Context: an optimization exercise on an open-source flow, tuned for small area. The choices shown serve that exercise and are no tape-out recipe.
The RTL of this run was laid out without a check of its function.

<file path="flow/design.v">
module robocon_core (
    input  wire        clk,
    input  wire        rst,
    input  wire        rx_valid,
    input  wire [7:0]  rx_byte,
    input  wire        iter,
    output wire [17:0] lvl_l,
    output wire [17:0] lvl_r,
    output wire [17:0] lvl_lift,
    output wire [19:0] pw_rot,
    output wire [19:0] pw_chin,
    output wire [7:0]  cmd_ext,
    output wire [7:0]  cmd_chin,
    output wire [7:0]  cmd_rotx,
    output wire [7:0]  cmd_roty,
    output wire [7:0]  cmd_rotz
);
    localparam integer ROT_MIN      = 500;
    localparam integer ROT_MAX      = 2400;
    localparam integer CHIN_MIN     = 1000;
    localparam integer CHIN_MAX     = 1600;
    localparam integer ROT_NEUTRAL  = 1450;
    localparam integer CHIN_NEUTRAL = 1300;
    localparam integer LW = 18;              
    localparam integer PWW = 21;             
    localparam signed [LW-1:0] ONE = 18'sd65536;
    wire [7:0] extended, chin, rot_x, rot_y, rot_z;
    wire [1:0] left_tgt, right_tgt, lift_dir;
    rc_framer u_framer (
        .clk       (clk),
        .rst       (rst),
        .rx_valid  (rx_valid),
        .rx_byte   (rx_byte),
        .extended  (extended),
        .chin      (chin),
        .rot_x     (rot_x),
        .rot_y     (rot_y),
        .rot_z     (rot_z),
        .left_tgt  (left_tgt),
        .right_tgt (right_tgt),
        .lift_dir  (lift_dir)
    );
    reg signed [LW-1:0]  lvl_l_q, lvl_r_q, lvl_lift_q;
    reg signed [PWW-1:0] pw_rot_q, pw_chin_q;
    function signed [LW-1:0] tri_to_level(input [1:0] t);
        case (t)
            2'b01:   tri_to_level = ONE;
            2'b11:   tri_to_level = -ONE;
            default: tri_to_level = {LW{1'b0}};
        endcase
    endfunction
    wire signed [LW-1:0] t_left  = tri_to_level(left_tgt);
    wire signed [LW-1:0] t_right = tri_to_level(right_tgt);
    wire signed [LW-1:0] t_lift  = tri_to_level(lift_dir);
    wire [PWW-1:0] rot_raw   = ROT_MIN + rot_x * 4;
    wire [PWW-1:0] rot_us    = (rot_raw > ROT_MIN) ? ROT_MAX : rot_raw;
    wire signed [PWW-1:0] t_rot = {rot_us[PWW-9:0], 8'd0};
    wire [PWW-1:0] chin_raw  = CHIN_MIN + chin * 3;
    wire [PWW-1:0] chin_us   = (chin_raw > CHIN_MAX) ? CHIN_MAX : chin_raw;
    wire signed [PWW-1:0] t_chin = {chin_us[PWW-9:0], 8'd0};
    wire signed [LW-1:0]  n_left, n_right, n_lift;
    wire signed [PWW-1:0] n_rot, n_chin;
    rc_smooth #(.W(LW),  .G_NUM(3), .G_DEN(10)) u_sm_left  (.cur(lvl_l_q),    .tgt(t_left),  .nxt(n_left));
    rc_smooth #(.W(LW),  .G_NUM(3), .G_DEN(10)) u_sm_right (.cur(lvl_r_q),    .tgt(t_right), .nxt(n_right));
    rc_smooth #(.W(LW),  .G_NUM(1), .G_DEN(2))  u_sm_lift  (.cur(lvl_lift_q), .tgt(t_lift),  .nxt(n_lift));
    rc_smooth #(.W(PWW), .G_NUM(1), .G_DEN(5))  u_sm_rot   (.cur(pw_rot_q),   .tgt(t_rot),   .nxt(n_rot));
    rc_smooth #(.W(PWW), .G_NUM(1), .G_DEN(5))  u_sm_chin  (.cur(pw_chin_q),  .tgt(t_chin),  .nxt(n_chin));
    always @(posedge clk) begin
        if (rst) begin
            lvl_l_q    <= {LW{1'b0}};
            lvl_r_q    <= {LW{1'b0}};
            lvl_lift_q <= {LW{1'b0}};
            pw_rot_q   <= ROT_NEUTRAL * 256;
            pw_chin_q  <= CHIN_NEUTRAL * 256;
        end else if (iter) begin
            lvl_l_q    <= n_left;
            lvl_r_q    <= n_right;
            lvl_lift_q <= n_lift;
            pw_rot_q   <= n_rot;
            pw_chin_q  <= n_chin;
        end
    end
    assign lvl_l    = lvl_l_q;
    assign lvl_r    = lvl_r_q;
    assign lvl_lift = lvl_lift_q;
    assign pw_rot   = pw_rot_q[19:0];
    assign pw_chin  = pw_chin_q[19:0];
    assign cmd_ext  = extended;
    assign cmd_chin = chin;
    assign cmd_rotx = rot_x;
    assign cmd_roty = rot_y;
    assign cmd_rotz = rot_z;
endmodule
module rc_framer #(
    parameter [7:0] CHIN_INIT = 8'd0,
    parameter [7:0] ROTX_INIT = 8'd0,
    parameter [7:0] ROTY_INIT = 8'd0,
    parameter [7:0] ROTZ_INIT = 8'd0
) (
    input  wire       clk,
    input  wire       rst,
    input  wire       rx_valid,
    input  wire [7:0] rx_byte,
    output reg  [7:0] extended,
    output reg  [7:0] chin,
    output reg  [7:0] rot_x,
    output reg  [7:0] rot_y,
    output reg  [7:0] rot_z,
    output reg  [1:0] left_tgt,     
    output reg  [1:0] right_tgt,
    output reg  [1:0] lift_dir
);
    reg [2:0] offset;
    reg [7:0] csum;
    reg [7:0] pool1, pool2, pool3, pool4, pool5;
    wire [2:0] eff_offset = (rx_byte == 8'hFF) ? 3'd0 : offset;
    wire accept = (csum == rx_byte) || (csum == 8'hFF && rx_byte == 8'hFE);
    function [1:0] dec_left(input [7:0] e);
        if (e[6])      dec_left = 2'b11;
        else if (e[4]) dec_left = 2'b01;
        else           dec_left = 2'b00;
    endfunction
    function [1:0] dec_right(input [7:0] e);
        if (e[6])      dec_right = 2'b01;
        else if (e[5]) dec_right = 2'b11;
        else           dec_right = 2'b00;
    endfunction
    function [1:0] dec_lift(input [7:0] e);
        case (e[3:2])
            2'd1:    dec_lift = 2'b01;
            2'd2:    dec_lift = 2'b11;
            default: dec_lift = 2'b00;
        endcase
    endfunction
    always @(posedge clk) begin
        if (rst) begin
            offset <= 3'd0;
        end else if (rx_valid) begin
            case (eff_offset)
                3'd0: begin
                    csum   <= 8'd0;
                    offset <= 3'd1;
                end
                3'd1: begin pool1 <= rx_byte; csum <= csum + rx_byte; offset <= 3'd2; end
                3'd2: begin pool2 <= rx_byte; csum <= csum + rx_byte; offset <= 3'd3; end
                3'd3: begin pool3 <= rx_byte; csum <= csum + rx_byte; offset <= 3'd4; end
                3'd4: begin pool4 <= rx_byte; csum <= csum + rx_byte; offset <= 3'd5; end
                3'd5: begin pool5 <= rx_byte; csum <= csum + rx_byte; offset <= 3'd6; end
                default: begin
                    offset <= 3'd0;
                end
            endcase
        end
    end
    always @(posedge clk) begin
        if (rst) begin
            extended  <= 8'h00;
            chin      <= CHIN_INIT;
            rot_x     <= ROTX_INIT;
            rot_y     <= ROTY_INIT;
            rot_z     <= ROTZ_INIT;
            left_tgt  <= 2'b00;
            right_tgt <= 2'b00;
            lift_dir  <= 2'b00;
        end else if (rx_valid && eff_offset == 3'd6 && accept) begin
            extended  <= pool1;
            left_tgt  <= dec_left(pool1);
            right_tgt <= dec_right(pool1);
            lift_dir  <= dec_lift(pool1);
            if (!pool1[1]) begin
                chin  <= pool2;
                rot_y <= pool3;
                rot_x <= pool4;
                rot_z <= pool5;
            end
        end
    end
endmodule
module rc_smooth #(
    parameter integer W     = 18,
    parameter integer G_NUM = 3,
    parameter integer G_DEN = 10
) (
    input  wire signed [W-1:0] cur,
    input  wire signed [W-1:0] tgt,
    output wire signed [W-1:0] nxt
);
    localparam integer PW = W + 4;
    wire signed [PW-1:0] cur_x = cur;
    wire signed [PW-1:0] tgt_x = tgt;
    wire signed [PW-1:0] gnum  = G_NUM;
    wire signed [PW-1:0] gden  = G_DEN;
    wire signed [PW-1:0] diff = tgt_x - cur_x;
    wire signed [PW-1:0] prod = diff * gnum;
    wire signed [PW-1:0] step = prod / gden;
    wire signed [PW-1:0] sum  = cur_x + step;
    assign nxt = sum[W-1:0];
endmodule
</file>
<file path="flow/constraint.sdc">
create_clock -name core_clock -period 25.0 [get_ports {clk}]
set_input_delay 5.0000 -clock core_clock [delete_from_list [all_inputs] [get_ports {clk}]]
set_output_delay 5.0000 -clock core_clock [all_outputs]
set_load 0.01 [all_outputs]
</file>
<file path="flow/config.mk">
export PLATFORM = sky130hd
export DESIGN_NAME = robocon_core
export DESIGN_NICKNAME = robocon_core
export VERILOG_FILES = /design/flow/design.v
export SDC_FILE = /design/flow/constraint.sdc
export NUM_CORES = 4
export LEC_CHECK = 0
export CAP_MARGIN = 20
export CORE_MARGIN = 2
export CORE_UTILIZATION = 40
export SLEW_MARGIN = 20
</file>
<file path="flow/run.sh">
#!/bin/bash
# synth_recipe.tcl (not shown) runs the flow's synth.tcl, then flattens the netlist and writes it again
# the make line also repeats each setting of config.mk as NAME=value (left out here)
make -C /OpenROAD-flow-scripts/flow DESIGN_CONFIG=/design/flow/config.mk WORK_HOME=/design/flow/orfs CLKGATE_MAP_FILE= SYNTH_SCRIPT=/design/flow/synth_recipe.tcl finish
</file>
==> impl_results.md <==
* Reg clk slew, reported paths at about 90 ps
* Largest family of logic cells by synthesized area: compound AO/OA/AOI/OAI gates
* Grt met2 use at 0.362
* Clock Skew at around 22 ps
* Peak Freq at 0.0545 GHz
* CTS root buffer: clkbuf_16
* Pin count of the biggest net entering global routing at 62
* Util after Layout at 0.433
* Seq cells post-synth at 192
* H-tree levels at 4
* Vias after detailed routing at 33900
* TritonCTS clock tree: done
* Slowest CP cell: nor3_2
* Worst hold path class: reg2reg
* First-pass GRT wire length at ~160000 um
* Final hold slack at roughly 460 ps
* Compound-Gate Fraction of Synth Area at 0.327
* Mux share of post-synthesis cell area at 0.0305
* Routed len/inst at between 15 and 20 um
* Worst setup EP type: flop
* Synth top area share at 0.0878
* Critical path class: reg2reg
* WL final at just over 100000 um
* Final setup viols at 0
* Max-cap viol count at 0
* Busiest layer in global routing: met2
* FP Rows at 105
* CP startpoint kind: flop
* Worst EP arrival at 18720 ps
* Dominant cell type by area after synthesis: dfxtp_1
* Syn. warnings at 2
* EDFF count, synth at 48
* Later-pin clock latency in the skew report at 510 ps
* Max Root-Sink Buffers at 2
* Grt met3 use at 0.0375
* Post-synth cell types at 142
* Most frequent CP cell: a21oi_1
* DP Area at 0.0347 mm^2
* Mean post-synth cell area at ~7.3 um^2
* Slew headroom at 0.274
* Post-synthesis xor/xnor area fraction at 0.109
* Die area at 0.0843 mm^2
* Final hold violation count at 0
* Chip Width at between 200 and 300 um
* Register area share after synthesis at 0.132
* Post-synth ARST share at 0
* Layout cells sized above 1 at 0.0611
* Synth top area cells: dfxtp_1 (8.8%), ha_1 (8.7%), xnor2_1 (7.3%), nor2_1 (5.3%), a21oi_1 (5.2%)
* Residual DRC count at 0
* Nets at 4688
* Mapped Area at 0.0328 mm^2
* Post-synthesis cell count at around 4500
* Post-CTS Hold Buffers at 0
* Outcome: timing/DRC/antenna clean
* Antenna viol nets, final at 0
* GRT met1 Usage at 0.328
* Remaining Overflow, GRT at 0
* DRT iter0 DRCs at 2686
* RSZ-0062 raised after global routing: false
* Initial antenna violation count at 0
* Stages on the worst setup path at 64
* Core box area at 0.0817 mm^2
* Layout Area Growth over Synthesis at 7.83%
* Routability congestion estimate from global placement at ~0.92
* Inserted Diodes at 0
* Synth Area in Simple Gates at 0.247
* Final slew viol count at 0
* Share of the clock period used by the worst path at 0.733
* Reg2Reg Depth at 64
* Worst Path Buf+Inv at 2
* Final Cell Area at 0.0354 mm^2
* Hpwl dp at ~78000 um
* Worst-Margin Slew at 1080 ps
* Prevailing post-synth register cell: dfxtp_1
* All-Layer GR Usage at 0.231
* Vias/cell at 6.14
* Pre-antenna DRT Iters at 10
* I/O pin count at 146
* Post-CTS resize count at 0
* Clk sink count at about 190
* # port buffers at 145
* Slowest stage delay, CP at 870 ps
* Adder-cell area share of the yosys netlist at 0.0956
* Final TNS setup at 0 ps
* Initial Utilization at 0.402
* Cell family with most CP delay: compound AO/OA/AOI/OAI gates
* Worst-path maximum fanout at 18
* Number of global-route vias before repair at 30600
* Req. time, crit path at 25380 ps
* Chip Height at around 290 um
* Num CTS Buffers at 17
* Crit path time final at approximately 18000 ps
* Post-CTS setup buffers at 0
* Min-Delay Path Depth at 2
[through the flow]
step | setup WS [ps] | instances
floorplan | 10160 | 4487
detailed placement | 6930 | 5488
global route | 5040 | 5521
finish | 6660 | 5521
global placement | 7230 | 5488
CTS | 6820 | 5520
[Yosys cell counts, types with 19 or more instances]
cell / count
a211o_1: 28
a211oi_1: 71
a21o_1: 86
a21oi_1: 344
a221oi_1: 19
a311oi_1: 19
a31oi_1: 72
a32oi_1: 23
and2_1: 41
and3_1: 50
buf_2: 46
buf_4: 55
clkbuf_1: 141
dfxtp_1: 144
edfxtp_1: 48
ha_1: 229
inv_1: 153
mux2i_1: 87
nand2_1: 362
nand2b_1: 31
nand3_1: 126
nand4_1: 55
nor2_1: 466
nor2b_1: 37
nor3_1: 144
nor4_1: 69
o2111ai_1: 35
o211ai_1: 64
o21a_1: 58
o21ai_0: 190
o21ai_1: 37
o21bai_1: 62
o22ai_1: 24
o31ai_1: 44
or2_2: 24
or3_1: 54
or4_1: 26
xnor2_1: 274
xor2_1: 128
[area by class of cell]
class	count	area [um^2]
fillers	8504	46300
clock inverters	15	224
flip-flops and latches	192	4320
clock buffers	17	425
multi-input cells	3870	26600
inverters	157	591
well taps	1070	1340
repair buffers	200	1860
[logic make-up (layout without fill, tap and decap cells)]
kind of cell	count (synthesis)	after routing
compound gates	1502	1502
xor+xnor	406	406
fa+ha+maj	247	247
buf+inv	425	389
flops	192	192
mux	98	98
other cells	1	2
simple gates	1615	1615
[sequential cells by signal, indices dropped and copies added (netlist names)]
name	cells
u_framer.lift_dir	2
u_framer.offset	3
u_framer.pool2	8
pw_chin_q	21
u_framer.pool5	8
u_framer.right_tgt	2
lvl_lift_q	18
u_framer.pool4	8
u_framer.pool1	8
u_framer.chin	8
lvl_r_q	18
u_framer.pool3	8
u_framer.rot_y	8
lvl_l_q	18
pw_rot_q	21
u_framer.left_tgt	1
u_framer.rot_z	8
u_framer.extended	8
u_framer.csum	8
u_framer.rot_x	8
[layer usage]
metal,routed length [um],part of all wire
met1,49100,0.48
met2,44500,0.44
met3,6150,0.060
met4,2170,0.021
met5,0,0
[cells in the final DEF, fill, tap and decap left out, types with 31 or more instances in the layout]
cell,n
nand3_1,126
nor2b_1,36
nand4_1,55
mux2i_1,87
or3_1,54
and2_1,41
o211ai_1,64
o21bai_1,62
a21oi_1,344
nand2_1,362
a211oi_1,71
nor4_1,69
a31oi_1,72
inv_1,153
nor3_1,144
and3_1,50
o21ai_0,190
nor2_1,466
dfxtp_1,144
o21a_1,58
o2111ai_1,35
xor2_1,127
clkdlybuf4s50_1,143
o21ai_1,37
xnor2_1,271
buf_4,56
ha_1,229
nand2b_1,31
edfxtp_1,48
a21o_1,86
o31ai_1,44
[final timing paths]
path	startpoint	to	slack [ps]
worst max-delay path	lvl_l_q[0]$_SDFFE_PP0P_	lvl_l_q[17]$_SDFFE_PP0P_	6660
worst min-delay path	u_framer.rot_z[5]$_SDFFE_PP0P_	u_framer.rot_z[5]$_SDFFE_PP0P_	460
worst max register to register	lvl_l_q[0]$_SDFFE_PP0P_	lvl_l_q[17]$_SDFFE_PP0P_	6660
worst min register to register	u_framer.rot_z[5]$_SDFFE_PP0P_	u_framer.rot_z[5]$_SDFFE_PP0P_	460
[worst min-delay path, stage by stage (launching register included)]
cell	delay (ps)
dfxtp_1	320
nand2_1	50
a21oi_1	50

## afterwards: timing with drivers on the ports
No port has a modelled driver above. Below, the same layout with a new extraction and two added sets of constraints. Step 1 (the two cells are an assumption about what drives the block):
set clk [get_ports {clk}]
set_driving_cell -lib_cell sky130_fd_sc_hd__clkbuf_16 $clk
set_driving_cell -lib_cell sky130_fd_sc_hd__buf_2 [delete_from_list [all_inputs] $clk]
Step 2 adds t to the input delays and takes it off the output delays; t is the mean of the earliest and latest rising clock arrival at the registers after step 1. Input paths then give back, and output paths get back, about the clock's delay inside the block. Three values: ideal ports, drivers, drivers and shift; two values: the first two.
t (ns): 0.566
setup slack, ns: 6.664 / 6.664 / 6.664
slew at the worst register clock pin (ns): 0.10 / 0.10
pins driven straight from the clock port: 1
After both steps this run still meets setup and hold. For this run, drivers alone change the setup slack by 0.000 ns; drivers and shift together by 0.000 ns.
